What follows belongs to an exercise in optimizing a design on an open flow for small area; a production flow would make more cautious choices.
Only simulation tests tie the RTL to the original design; equivalence was not proved.

## oak
## wiegand_core
module wiegand_core (
    input  wire        clk,
    input  wire        rst,
    input  wire [2:0]  cfg,          
    input  wire        op_valid,
    input  wire [2:0]  op,
    input  wire        lineA,        
    input  wire        lineB,
    input  wire [31:0] now,          
    output reg         digit_valid,
    output wire [3:0]  digit,
    output reg         code_valid,
    output wire [23:0] code,
    output reg         data_valid,
    output wire [23:0] data,
    output reg         state_valid,
    output wire [7:0]  state
);
    localparam [2:0] OP_INIT  = 3'd0;
    localparam [2:0] OP_BIT   = 3'd1;
    localparam [2:0] OP_TICK  = 3'd2;
    localparam [2:0] OP_QUERY = 3'd3;
    localparam [2:0] OP_RESET = 3'd4;
    reg [24:0] frame;
    integer    fj;
    reg [4:0]  pos;               
    reg        par1;              
    reg        par2;              
    reg [31:0] acc_code;
    reg [2:0]  mul_cnt;           
    reg        mul_zero;          
    reg [3:1]  mul_prev;          
    reg        mul_carry;
    reg        acc_zero;          
    reg        f_conn;            
    reg        f_logic;           
    reg [7:1]  snapshot;          
    reg        first_pending;     
    reg [31:0] nlast;             
    reg        always_send;
    reg        byte_reorder;
  ...
clock: 16.0 ns
lec_check: 0
cap_margin: 20
core_margin: 2
core_utilization: 40
slew_margin: 20
standard.sh (not shown) runs the stock make flow with config.mk's settings and CLKGATE_MAP_FILE= SYNTH_SCRIPT=/design/flow/synth_recipe.tcl, a recipe that flattens the netlist after the stock synthesis.
==> flow/flow/run.sh <==
#!/bin/bash
# The standard layout (standard.sh, unchanged synthesis and steps), with
# - the port buffers that placement inserts made sky130_fd_sc_hd__buf_1
#   instead of the buffer buffer_ports picks by default (every port still
#   gets a buffer);
# - clock tree synthesis without dummy loads on the clock tree's leaves.
set -euo pipefail
export BUFFER_PORTS_ARGS="-buffer_cell sky130_fd_sc_hd__buf_1"
export CTS_ARGS="-sink_clustering_enable -repair_clock_nets -buf_list {sky130_fd_sc_hd__clkbuf_4 sky130_fd_sc_hd__clkbuf_8} -dont_use_dummy_load"
bash standard.sh > standard.log 2>&1
Relative to oak, the following input files were edited for pine:
- a change of CORE_UTILIZATION from 40 to 65
==> flow/flow/run.sh <==
#!/bin/bash
# The standard layout (standard.sh, unchanged synthesis and steps), with
# - the port buffers that placement inserts made sky130_fd_sc_hd__buf_1
#   instead of the buffer buffer_ports picks by default (every port still
#   gets a buffer);
# - clock tree synthesis with clkbuf_4 buffers and no dummy loads on the
#   clock tree's leaves;
# - after floorplanning, each combinational cell at its family's smallest
#   drive strength (flow/downsize.tcl); later repair steps upsize as needed.
set -euo pipefail
export BUFFER_PORTS_ARGS="-buffer_cell sky130_fd_sc_hd__buf_1"
export CTS_ARGS="-sink_clustering_enable -repair_clock_nets -buf_list sky130_fd_sc_hd__clkbuf_4 -sink_clustering_levels 1 -dont_use_dummy_load"
export POST_FLOORPLAN_TCL="$PWD/flow/downsize.tcl"
bash standard.sh > standard.log 2>&1
==> flow/flow/downsize.tcl (new file) <==
# Give every combinational cell the smallest drive strength of its family.
# Runs at the end of floorplanning, before placement; the later repair steps
# (repair_design, repair_timing) upsize again wherever slew, capacitance or
# timing need it. Flip-flops, buffers and tie cells keep their cells.
set db [ord::get_db]
set block [ord::get_db_block]
set dont_use $::env(DONT_USE_CELLS)
set n 0
set saved 0.0
foreach inst [$block getInsts] {
  set master [$inst getMaster]
  set name [$master getName]
  if {![regexp {^(sky130_fd_sc_hd__[a-z0-9]+)_([0-9]+)$} $name -> base drive]} { continue }
  if {[regexp {__(s?e?df|dl|conb|tap|fill|decap|diode|buf|clkbuf|clkdly|dlygate|probe|lpflow)} $base]} { continue }
  set area [expr {double([$master getWidth]) * [$master getHeight]}]
  set best ""
  set best_area $area
  foreach d {0 1 2 4} {
    set cand "${base}_$d"
    if {$cand eq $name || [lsearch -exact $dont_use $cand] >= 0} { continue }
    set m [$db findMaster $cand]
    if {$m eq "NULL" || $m eq ""} { continue }
    set a [expr {double([$m getWidth]) * [$m getHeight]}]
    if {$a < $best_area} { set best $cand; set best_area $a }
  }
  if {$best ne ""} {
    replace_cell [$inst getName] $best
    incr n
    set saved [expr {$saved + ($area - $best_area) / 1e6}]
  }
}
puts "downsize: $n cells made smaller, [format %.1f $saved] um2 less"
Findings:
pine and oak ended up with roughly the same simple-gate portion of the synthesized area. Minimum setup slack among reg-to-reg paths, oak and pine: higher on oak. In the flow results for oak and pine, the half-perimeter wire length after placement is larger on oak. From pine to oak, register bit count reported by yosys did not move at all. For global-route wire length before repair, dividing the value from oak by the value from pine gives 1.08. Tightest slew margin relative to the limit for pine: 8.0 points up relative to oak. pine vs oak: routed wire length down.

[separate check: timing with driven ports]
The results above use ideal ports. As a check the final layouts listed here were re-extracted and re-timed, cells and wires unchanged.
Step 1 sets driving cells, clkbuf_16 on the clock port and buf_2 on the other inputs (assumed; they add their load-dependent delay and slew).
Step 2, shift: input delay + t, output delay - t, t = (earliest + latest rising clock arrival at the registers) / 2. This alone moves slack from input paths to output paths.
Slacks: ideal ports / drivers / drivers and shift; pairs: ideal ports / drivers.
run	t (ns)	setup WS [ns]	hold WS [ns]
oak	0.460	4.412 / 4.426 / 3.966	0.440 / 0.440 / 0.440
pine	0.569	4.267 / 4.278 / 3.709	0.448 / 0.448 / 0.448
After both steps every run listed still meets setup and hold. For pine, which loses most, drivers alone change the setup slack by +0.011 ns; drivers and shift together by -0.558 ns.
